This design comes from an exercise in tuning for small area, a short achievable clock period and few clock cycles per item on the open sky130 flow, not from production work. Function was checked by simulation only, so behaviour that the tests miss may differ from the original.

## flow/design.v (module list and top-level ports; edited modules follow where they fit)
// module rg_fmul: 86 lines
// module rg_mul24: 1597 lines
// module rg_fadd: 92 lines
// module rg_sweep: 146 lines
module rg_sweep (
    input  wire        clk,
    input  wire        rst,
    input  wire [31:0] cfg_b,
    input  wire [31:0] cfg_b1,
    input  wire [31:0] cfg_b2,
    input  wire [31:0] cfg_b3,
    input  wire        cfg_pass,
    input  wire        in_valid,
    input  wire        in_first,
    input  wire [31:0] in_data,
    output reg         in_ready,
    output reg         out_valid,
    output reg  [31:0] out_data
);
  // ...
==> flow/run.sh <==
#!/bin/bash
# synth_recipe.tcl (not shown) runs the flow's synth.tcl, then flattens the netlist and writes it again
# the make line also repeats each setting of config.mk as NAME=value (left out here)
make -C /OpenROAD-flow-scripts/flow DESIGN_CONFIG=/design/flow/config.mk WORK_HOME=/design/flow/orfs CLKGATE_MAP_FILE= SYNTH_SCRIPT=/design/flow/synth_recipe.tcl finish
==> flow/config.mk <==
export PLATFORM = sky130hd
export DESIGN_NAME = rg_sweep
export DESIGN_NICKNAME = rg_sweep
export VERILOG_FILES = /design/flow/design.v
export SDC_FILE = /design/flow/constraint.sdc
export NUM_CORES = 4
export LEC_CHECK = 0
export ABC_AREA = 1
export CAP_MARGIN = 20
export CORE_MARGIN = 2
export CORE_UTILIZATION = 40
export PLACE_DENSITY = 0.6
export SLEW_MARGIN = 20
==> flow/constraint.sdc <==
create_clock -name core_clock -period 20.0 [get_ports {clk}]
set_input_delay 4.0000 -clock core_clock [delete_from_list [all_inputs] [get_ports {clk}]]
set_output_delay 4.0000 -clock core_clock [all_outputs]
set_load 0.01 [all_outputs]
==> impl_metrics.ini, run 1 <==
[finish]
regArea_um2 = 9180
seq_cell_count = 329
syn2layout_area_growth_pct = 9.09
clock_buffers = 48
seq_share = 0.167
layout_commonest_cell = nand2_1
num_antenna_cells = 5
layout.nonclk_buf_frac = 0.0488

[die]
core-area_um2 = 125000
die_area_um2 = 129000

[routing]
num_vias = 49700
met2_length_um = 87100
post_drt_wl_per_cell_um = 20.2
wl_met1_um = 77200

[synth]
synth_common_cells = nand2_1 (2766), inv_1 (1361), fa_1 (492)
muxShareOfSynthArea = 0.000198
syn-instance-count = 7699
synth-edff-count = 259
synth_top_family_by_area = simple AND/OR/NAND/NOR gates

[sta]
slew_viol_final = 0
period_needed_ns = 14.82
timing.slew.headroom = 0.233

[run_status]
outcome = complete, no violations

[worst_setup_path]
endpoint = prod[2]
cpMostUsedCell = o21ai_0

[global_route]
met1_usage = 0.375

[clock_tree]
cts_made_buffers = 40

[placed_design]
dpl_cell_area_um2 = 53700
Testbench counts, summed over its fixed seeds: cycles 30,984, items 7,775.
==> module rg_fmul, before the edit <==
module rg_fmul (
    input  wire [31:0] a,
    input  wire [31:0] b,
    output reg  [31:0] y
);
    localparam [31:0] QNAN = 32'h7FC00000;
    wire [7:0]  ea = a[30:23];
    wire [7:0]  eb = b[30:23];
    wire        a_den = (ea == 8'd0);
    wire        b_den = (eb == 8'd0);
    wire        a_max = (ea == 8'hFF);
    wire        b_max = (eb == 8'hFF);
    wire        a_fz  = (a[22:0] == 23'd0);
    wire        b_fz  = (b[22:0] == 23'd0);
    wire        a_nan = a_max && !a_fz;
    wire        b_nan = b_max && !b_fz;
    wire        a_inf = a_max && a_fz;
    wire        b_inf = b_max && b_fz;
    wire        a_zero = a_den && a_fz;
    wire        b_zero = b_den && b_fz;
    wire        sy = a[31] ^ b[31];
    wire [23:0] ma = {!a_den, a[22:0]};
    wire [23:0] mb = {!b_den, b[22:0]};
    wire [9:0]  xa = {2'b00, ea[7:1], ea[0] | a_den};
    wire [9:0]  xb = {2'b00, eb[7:1], eb[0] | b_den};
    function [4:0] lz24(input [23:0] m);
        integer k;
        begin
            lz24 = 5'd24;
            for (k = 0; k < 24; k = k + 1)
                if (m[k]) lz24 = 5'd23 - k[4:0];
        end
    endfunction
    function [4:0] tz24(input [23:0] m);
        integer k;
        begin
            tz24 = 5'd24;
            for (k = 23; k >= 0; k = k - 1)
                if (m[k]) tz24 = k[4:0];
        end
    endfunction
    wire [47:0] prod;
    rg_mul24 u_m (.a(ma), .b(mb), .p(prod));
    wire [5:0]         lzs = {1'b0, lz24(ma)} + {1'b0, lz24(mb)};
    wire signed [10:0] xs  = $signed({1'b0, xa}) + $signed({1'b0, xb}) - 11'sd128;
    wire signed [10:0] sh  = ($signed({5'd0, lzs}) < xs) ? $signed({5'd0, lzs}) : xs;
    wire [9:0]         eref1 = xs[9:0] - sh[9:0];
    wire signed [10:0] amt_s = 11'sd23 - sh;
    wire [5:0]  amt = (amt_s > 11'sd63) ? 6'd63 : amt_s[5:0];
    wire [48:0] v0  = {prod, 1'b0};                        
    wire [56:0] v1  = amt[5] ? {32'd0, v0[48:32]} : {8'd0, v0};
    wire [40:0] v2  = amt[4] ? v1[56:16] : v1[40:0];
    wire [32:0] v3  = amt[3] ? v2[40:8]  : v2[32:0];
    wire [28:0] v4  = amt[2] ? v3[32:4]  : v3[28:0];
    wire [26:0] v5  = amt[1] ? v4[28:2]  : v4[26:0];
    wire [25:0] pn  = amt[0] ? v5[26:1]  : v5[25:0];      
    wire [5:0]         tzp  = {1'b0, tz24(ma)} + {1'b0, tz24(mb)};
    wire signed [10:0] tzsh = $signed({5'd0, tzp}) + sh;
    wire        st23 = (tzsh < 11'sd23);
    wire        st22 = (tzsh < 11'sd22);
    wire        top    = pn[25];
    wire [24:0] sig    = top ? {2'b10, pn[24:2]} : {1'b0, pn[24:1]};
    wire        guard  = top ? pn[1] : pn[0];
    wire        sticky = top ? st23 : st22;
    wire        inc    = guard && (sticky || sig[0]);
    wire [23:0] low    = {1'b0, sig[22:0]} + {23'd0, inc};
    wire [1:0]  eadd   = sig[24:23] + {1'b0, low[23]};
    wire [9:0]  e0 = eref1;
    wire [9:0]  e1 = eref1 + 10'd1;
    wire [9:0]  e2 = eref1 + 10'd2;
    wire [9:0]  e3 = eref1 + 10'd3;
    wire [9:0]  ef = (eadd == 2'd0) ? e0 : (eadd == 2'd1) ? e1 : (eadd == 2'd2) ? e2 : e3;
    wire        ovf = (ef >= 10'd255);
    always @(*) begin
        if (a_nan || b_nan || (a_inf && b_zero) || (b_inf && a_zero))
            y = QNAN;
        else if (a_inf || b_inf)
            y = {sy, 8'hFF, 23'd0};
        else if (a_zero || b_zero)
            y = {sy, 31'd0};
        else if (ovf)
            y = {sy, 8'hFF, 23'd0};
        else
            y = {sy, ef[7:0], low[22:0]};
    end
endmodule
==> module rg_fadd, before the edit <==
module rg_fadd (
    input  wire [31:0] a,
    input  wire [31:0] b,
    output reg  [31:0] y
);
    localparam [31:0] QNAN = 32'h7FC00000;
    wire [7:0]  ea = a[30:23];
    wire [7:0]  eb = b[30:23];
    wire        a_den = (ea == 8'd0);
    wire        b_den = (eb == 8'd0);
    wire        a_max = (ea == 8'hFF);
    wire        b_max = (eb == 8'hFF);
    wire        a_fz  = (a[22:0] == 23'd0);
    wire        b_fz  = (b[22:0] == 23'd0);
    wire        a_nan = a_max && !a_fz;
    wire        b_nan = b_max && !b_fz;
    wire        a_inf = a_max && a_fz;
    wire        b_inf = b_max && b_fz;
    wire [7:0]  xa = {ea[7:1], ea[0] | a_den};
    wire [7:0]  xb = {eb[7:1], eb[0] | b_den};
    wire [23:0] ma = {!a_den, a[22:0]};
    wire [23:0] mb = {!b_den, b[22:0]};
    function [4:0] tz24(input [23:0] m);
        integer k;
        begin
            tz24 = 5'd24;
            for (k = 23; k >= 0; k = k - 1)
                if (m[k]) tz24 = k[4:0];
        end
    endfunction
    wire [4:0] tza = tz24(ma);
    wire [4:0] tzb = tz24(mb);
    wire        swap = (b[30:0] > a[30:0]);
    wire [7:0]  dab  = xa - xb;
    wire [7:0]  dba  = xb - xa;
    wire        st_ab = ({3'd0, tzb} + 8'd3) < dab;
    wire        st_ba = ({3'd0, tza} + 8'd3) < dba;
    wire [7:0]  d      = swap ? dba : dab;
    wire        sticky_al = swap ? st_ba : st_ab;
    wire [7:0]  ep     = swap ? xb : xa;
    wire [23:0] mp     = swap ? mb : ma;
    wire [23:0] mq     = swap ? ma : mb;
    wire        sp     = swap ? b[31] : a[31];
    wire        sub_op = a[31] ^ b[31];
    wire [26:0] q_sh = (d[7:5] != 3'd0) ? 27'd0 : ({mq, 3'b000} >> d[4:0]);
    wire [26:0] q_al = {q_sh[26:1], q_sh[0] | sticky_al};
    wire [27:0] p_ext = {1'b0, mp, 3'b000};
    wire [27:0] q_ext = {1'b0, q_al} ^ {28{sub_op}};
    wire [27:0] sum   = p_ext + q_ext + {27'd0, sub_op};
    reg  [27:0] marker;
    always @(*) begin
        marker = 28'd0;
        if (ep < 8'd28) marker[27 - ep[4:0]] = 1'b1;
    end
    wire [27:0] lzin = sum | marker;
    wire        z16 = (lzin[27:12] == 16'd0);
    wire [27:0] s16 = z16 ? {lzin[11:0], 16'd0} : lzin;
    wire        z8  = (s16[27:20] == 8'd0);
    wire [27:0] s8  = z8 ? {s16[19:0], 8'd0} : s16;
    wire        z4  = (s8[27:24] == 4'd0);
    wire [27:0] s4  = z4 ? {s8[23:0], 4'd0} : s8;
    wire        z2  = (s4[27:26] == 2'd0);
    wire [27:0] s2  = z2 ? {s4[25:0], 2'd0} : s4;
    wire        z1  = !s2[27];
    wire [4:0]  lz  = {z16, z8, z4, z2, z1};
    wire [27:0] n16 = z16 ? {sum[11:0], 16'd0} : sum;
    wire [27:0] n8  = z8  ? {n16[19:0], 8'd0}  : n16;
    wire [27:0] n4  = z4  ? {n8[23:0], 4'd0}   : n8;
    wire [27:0] n2  = z2  ? {n4[25:0], 2'd0}   : n4;
    wire [27:0] n   = z1  ? {n2[26:0], 1'b0}   : n2;
    wire        guard  = n[3];
    wire        sticky = (n[2:0] != 3'd0);
    wire        lsb    = n[4];
    wire        inc    = guard && (sticky || lsb);
    wire [7:0]  e_base = ep - {3'd0, lz};
    wire [31:0] mag    = {1'b0, e_base, 23'd0} + {8'd0, n[27:4]} + {31'd0, inc};
    wire        cancel = sub_op && (a[30:0] == b[30:0]);
    always @(*) begin
        if (a_nan || b_nan || (a_inf && b_inf && sub_op))
            y = QNAN;
        else if (a_inf)
            y = a;
        else if (b_inf)
            y = b;
        else if (cancel)
            y = 32'd0;
        else if (mag[31] || (mag[30:23] == 8'hFF))
            y = {sp, 8'hFF, 23'd0};
        else
            y = {sp, mag[30:0]};
    end
endmodule
==> inputs of run 2 (changes only) <==
--- a/flow/design.v
+++ b/flow/design.v
@@ -24,28 +24,61 @@
     wire [9:0]  xa = {2'b00, ea[7:1], ea[0] | a_den};
     wire [9:0]  xb = {2'b00, eb[7:1], eb[0] | b_den};
-    function [4:0] lz24(input [23:0] m);
-        integer k;
+    function [5:0] lzc32(input [31:0] x);
+        reg [15:0] v1, p1;
+        reg [7:0]  v2;
+        reg [15:0] p2;
+        reg [3:0]  v3;
+        reg [11:0] p3;
+        reg [1:0]  v4;
+        reg [7:0]  p4;
+        reg        v5;
+        reg [4:0]  p5;
+        integer g;
         begin
-            lz24 = 5'd24;
-            for (k = 0; k < 24; k = k + 1)
-                if (m[k]) lz24 = 5'd23 - k[4:0];
+            for (g = 0; g < 16; g = g + 1) begin
+                v1[g] = x[2*g+1] | x[2*g];
+                p1[g] = !x[2*g+1];
+            end
+            for (g = 0; g < 8; g = g + 1) begin
+                v2[g] = v1[2*g+1] | v1[2*g];
+                p2[2*g +: 2] = v1[2*g+1] ? {1'b0, p1[2*g+1]} : {1'b1, p1[2*g]};
+            end
+            for (g = 0; g < 4; g = g + 1) begin
+                v3[g] = v2[2*g+1] | v2[2*g];
+                p3[3*g +: 3] = v2[2*g+1] ? {1'b0, p2[2*(2*g+1) +: 2]} : {1'b1, p2[2*(2*g) +: 2]};
+            end
+            for (g = 0; g < 2; g = g + 1) begin
+                v4[g] = v3[2*g+1] | v3[2*g];
+                p4[4*g +: 4] = v3[2*g+1] ? {1'b0, p3[3*(2*g+1) +: 3]} : {1'b1, p3[3*(2*g) +: 3]};
+            end
+            v5 = v4[1] | v4[0];
+            p5 = v4[1] ? {1'b0, p4[7:4]} : {1'b1, p4[3:0]};
+            lzc32 = v5 ? {1'b0, p5} : 6'd32;
         end
     endfunction
-    function [4:0] tz24(input [23:0] m);
+    function [31:0] rev32(input [31:0] x);
         integer k;
         begin
-            tz24 = 5'd24;
-            for (k = 23; k >= 0; k = k - 1)
-                if (m[k]) tz24 = k[4:0];
+            for (k = 0; k < 32; k = k + 1)
+                rev32[k] = x[31-k];
         end
     endfunction
+    function [4:0] lz24(input [23:0] m);
+        lz24 = lzc32({m, 8'hFF});
+    endfunction
+    function [4:0] tz24(input [23:0] m);
+        tz24 = lzc32(rev32({8'hFF, m}));
+    endfunction
     wire [47:0] prod;
     rg_mul24 u_m (.a(ma), .b(mb), .p(prod));
-    wire [5:0]         lzs = {1'b0, lz24(ma)} + {1'b0, lz24(mb)};
-    wire signed [10:0] xs  = $signed({1'b0, xa}) + $signed({1'b0, xb}) - 11'sd128;
-    wire signed [10:0] sh  = ($signed({5'd0, lzs}) < xs) ? $signed({5'd0, lzs}) : xs;
-    wire [9:0]         eref1 = xs[9:0] - sh[9:0];
-    wire signed [10:0] amt_s = 11'sd23 - sh;
-    wire [5:0]  amt = (amt_s > 11'sd63) ? 6'd63 : amt_s[5:0];
+    wire        both_den = a_den && b_den;
+    wire [4:0]  L   = lz24(ma) | lz24(mb);
+    wire signed [10:0] xs = $signed({1'b0, xa}) + $signed({1'b0, xb}) - 11'sd128;
+    wire        use_l = ($signed({6'd0, L}) < xs);
+    wire [4:0]  amt_l = 5'd23 - L;
+    wire signed [10:0] amt_xs = 11'sd23 - xs;
+    wire [5:0]  amt_x = (amt_xs > 11'sd63) ? 6'd63 : amt_xs[5:0];
+    wire [5:0]  amt   = use_l ? {1'b0, amt_l} : amt_x;
+    wire [9:0]  eref1 = use_l ? (xs[9:0] - {5'd0, L}) : 10'd0;
     wire [48:0] v0  = {prod, 1'b0};                        
     wire [56:0] v1  = amt[5] ? {32'd0, v0[48:32]} : {8'd0, v0};
@@ -55,8 +88,7 @@
     wire [26:0] v5  = amt[1] ? v4[28:2]  : v4[26:0];
     wire [25:0] pn  = amt[0] ? v5[26:1]  : v5[25:0];      
-    wire [5:0]         tzp  = {1'b0, tz24(ma)} + {1'b0, tz24(mb)};
-    wire signed [10:0] tzsh = $signed({5'd0, tzp}) + sh;
-    wire        st23 = (tzsh < 11'sd23);
-    wire        st22 = (tzsh < 11'sd22);
+    wire [5:0]  tzp  = {1'b0, tz24(ma)} + {1'b0, tz24(mb)};
+    wire        st23 = ({1'b0, tzp} < {1'b0, amt});
+    wire        st22 = ({1'b0, tzp} + 7'd1 < {1'b0, amt});
     wire        top    = pn[25];
     wire [24:0] sig    = top ? {2'b10, pn[24:2]} : {1'b0, pn[24:1]};
@@ -77,5 +109,5 @@
         else if (a_inf || b_inf)
             y = {sy, 8'hFF, 23'd0};
-        else if (a_zero || b_zero)
+        else if (a_zero || b_zero || both_den)
             y = {sy, 31'd0};
         else if (ovf)
@@ -1704,12 +1736,50 @@
     wire [23:0] ma = {!a_den, a[22:0]};
     wire [23:0] mb = {!b_den, b[22:0]};
-    function [4:0] tz24(input [23:0] m);
+    function [5:0] lzc32(input [31:0] x);
+        reg [15:0] v1, p1;
+        reg [7:0]  v2;
+        reg [15:0] p2;
+        reg [3:0]  v3;
+        reg [11:0] p3;
+        reg [1:0]  v4;
+        reg [7:0]  p4;
+        reg        v5;
+        reg [4:0]  p5;
+        integer g;
+        begin
+            for (g = 0; g < 16; g = g + 1) begin
+                v1[g] = x[2*g+1] | x[2*g];
+                p1[g] = !x[2*g+1];
+            end
+            for (g = 0; g < 8; g = g + 1) begin
+                v2[g] = v1[2*g+1] | v1[2*g];
+                p2[2*g +: 2] = v1[2*g+1] ? {1'b0, p1[2*g+1]} : {1'b1, p1[2*g]};
+            end
+            for (g = 0; g < 4; g = g + 1) begin
+                v3[g] = v2[2*g+1] | v2[2*g];
+                p3[3*g +: 3] = v2[2*g+1] ? {1'b0, p2[2*(2*g+1) +: 2]} : {1'b1, p2[2*(2*g) +: 2]};
+            end
+            for (g = 0; g < 2; g = g + 1) begin
+                v4[g] = v3[2*g+1] | v3[2*g];
+                p4[4*g +: 4] = v3[2*g+1] ? {1'b0, p3[3*(2*g+1) +: 3]} : {1'b1, p3[3*(2*g) +: 3]};
+            end
+            v5 = v4[1] | v4[0];
+            p5 = v4[1] ? {1'b0, p4[7:4]} : {1'b1, p4[3:0]};
+            lzc32 = v5 ? {1'b0, p5} : 6'd32;
+        end
+    endfunction
+    function [31:0] rev32(input [31:0] x);
         integer k;
         begin
-            tz24 = 5'd24;
-            for (k = 23; k >= 0; k = k - 1)
-                if (m[k]) tz24 = k[4:0];
+            for (k = 0; k < 32; k = k + 1)
+                rev32[k] = x[31-k];
         end
     endfunction
+    function [4:0] lz24(input [23:0] m);
+        lz24 = lzc32({m, 8'hFF});
+    endfunction
+    function [4:0] tz24(input [23:0] m);
+        tz24 = lzc32(rev32({8'hFF, m}));
+    endfunction
     wire [4:0] tza = tz24(ma);
     wire [4:0] tzb = tz24(mb);
==> impl_metrics.ini, run 2 <==
[synth]
synth_area_um2 = 50000
netlist_top_cells_area = nand2_1 (20%), fa_1 (20%), edfxtp_1 (16%), inv_1 (10%), ha_1 (5.2%)
ys_dominant_reg_cell = edfxtp_1
synth-edff-count = 259
yosysTopAreaCellShare = 0.199
yosysMostFrequentCell = nand2_1
muxShareOfSynthArea = 0.000401
ys_types = 69
synth_top_family_by_area = simple AND/OR/NAND/NOR gates
yosysTopAreaCell = nand2_1
ys_ff_latch = 329
synth.yosys.seq_area_share = 0.184
yosys.area_share.adder = 0.249
synth_compound_area_frac = 0.104
synth_common_cells = nand2_1 (2645), inv_1 (1397), fa_1 (490)
syn_avg_cell_area_um2 = 6.59
synth_warnings = 3
synth-simple-area-share = 0.300
yosys.area_share.xor_xnor = 0.0242
async_flop_share = 0
syn-instance-count = 7581

[global_route]
grt_pass1_vias = 47500
grt_use_total = 0.298
grt-ovfl-total = 0
grt_max_degree = 111
grt_pass1_wl_um = 290000
antenna_found_initial = 4

[sta]
worst_pin_slew_ns = 1.20
period_needed_ns = 14.11
fin_tns_setup_ns = 0
finalCritPeriodShare = 0.706
rsz0062_at_grt = false
finalClockSkew_ns = 0.0261
slew_viol_final = 0
hold_viol = 0
timing.slew.headroom = 0.193
fmax_mhz = 70.8
setup_viol = 0

[finish]
multi_input_area_um2 = 33900
final_cell_mix = nand2_1 (2643), inv_1 (1396), fa_1 (490)
regArea_um2 = 9180
layout_commonest_cell = nand2_1
syn2layout_area_growth_pct = 9.10
fillers = 13000
nNetsFinal = 8412
drive_gt1_frac = 0.0417
num_antenna_cells = 0

[hold_path]
hp-class = flip-flop to flip-flop
whs_endpoint = k2[0]
hold_depth = 2
min-delay-start = k3[0]

[worst_setup_path]
critical_path.max_stage_delay_ns = 0.72
r2r_cells = 69
start_kind = flip-flop
crit_slowest_cell = nand2_1
cp_data_arrival_time_ns = 14.56
cpMostUsedCell = nand2_1
critical_path.top_delay_family = simple AND/OR/NAND/NOR gates
rrSetupSlack_ns = 5.89
path_class = flip-flop to flip-flop
rr_startpoint = prod[26]
crit_required_ns = 20.44
r2r_end = opb[5]
path_max_fanout = 87
crit_buf_inv = 10
end_kind = flip-flop

[clock_tree]
cts_made_buffers = 41
post_cts_buffers = 0
cts-root-buf = clkbuf_16
cts_tree = built
htreeDepth = 2
cts_resized = 0
cts.sink_count = 329
clockBufferDepth = 3
clock_latency_ns = 0.61
postCtsHoldBufs = 0
clkTransAtPathRegs_ns = 0.06

[die]
core-area_um2 = 124000
fp.dieW_um = 357
start_util = 0.404
rows = 129
die_h_um = 357
die_area_um2 = 128000
io_pins = 199

[placed_design]
gp_congestion = 0.998
dp_hpwl_um = 144000
io_buffers = 198

[routing]
num_vias = 48800
dr.pass1.iters = 6
drtIter0Drc = 4452
routed_wl_um = 192000
post_drt_wl_per_cell_um = 20.8
viasPerCell = 5.30
antenna_left = 0
drc = 0

[run]
cap_violations = 0

[run_status]
outcome = complete, no violations
[run 2: logic make-up after synthesis]
| kind of cell | count (synthesis) |
|---|---|
| simple gates | 3701 |
| other cells | 1 |
| compound gates | 913 |
| xor+xnor | 137 |
| mux | 2 |
| buf+inv | 1799 |
| flops | 329 |
| fa+ha+maj | 699 |
[run 2: worst min-delay path, stage by stage, from the launching register on]
cell	delay, ns
edfxtp_1	0.32
nand2_1	0.05
nand2_1	0.05
[run 2: layout make-up]
cell class                      instances  area share
Inverter                             1432      0.0987
Tap cell                             1637      0.0376
Timing Repair Buffer                  290      0.0490
Clock buffer                           53      0.0205
Sequential cell                       329       0.168
Clock inverter                         19     0.00356
Multi-Input combinational cell       5454       0.622
[run 2: how the worst max path moves through the flow]
stage	start	end	slack, ns	depth (start not counted)
after floorplan	opb[9]	prod[19]	9.28	60
after global placement	prod[26]	h2[22]	6.40	71
after detailed placement	prod[26]	h2[22]	6.22	71
after CTS	prod[26]	opb[5]	6.14	69
after global routing	prod[26]	h3[2]	4.52	71
final	prod[26]	opb[5]	5.89	69
[run 2: through the flow]
| step | worst slack, ns | cell area, um^2 | util | hold WS [ns] | instances |
|---|---|---|---|---|---|
| after global routing | 4.52 | 54500 | 0.440 | 0.529 | 9214 |
| final | 5.89 | 54500 | 0.440 | 0.514 | 9214 |
| after global placement | 6.40 | 53200 | 0.430 | 0.497 | 9142 |
| after CTS | 6.14 | 54500 | 0.440 | 0.515 | 9214 |
| after floorplan | 9.28 | 50000 | - | 0.472 | 7582 |
| after detailed placement | 6.22 | 53200 | 0.430 | 0.502 | 9142 |
[run 2: per-layer routing]
| layer | track usage | vias to the layer above | wire length [um] |
|---|---|---|---|
| met5 | 0 | - | 27 |
| met1 | 0.379 | 23100 | 77500 |
| li1 | - | 23300 | - |
| met4 | 0.142 | 4 | 10700 |
| met2 | 0.497 | 1990 | 89300 |
| met3 | 0.0416 | 451 | 14100 |
Testbench counts of run 2, summed over its fixed seeds: cycles 30,984, items 7,775.

port drivers added, routing unchanged:
The results above use ideal ports. As a check the final layouts listed here were re-extracted and re-timed, cells and wires unchanged.
Step 1: set_driving_cell puts a clkbuf_16 on clk and a buf_2 on each other input, an assumption about the parent block.
Step 2 adds t to the input delays and takes it off the output delays; t is the mean of the earliest and latest rising clock arrival at the registers after step 1. Input paths then give back, and output paths get back, about the clock's delay inside the block.
Three values: ideal, step 1, step 2; two values: the first two.
| run | t (ns) | setup WS [ns] | worst setup path after step 2 | clock arrival spread, ns | worst data-port slew with drivers (ns) |
|---|---|---|---|---|---|
| run 1 | 0.641 | 5.179 / 5.179 / 5.179 | register to register | 0.045 / 0.045 | 0.13 |
| run 2 | 0.663 | 5.886 / 5.886 / 5.886 | register to register | 0.027 / 0.027 | 0.17 |
After both steps every run listed still meets setup and hold.
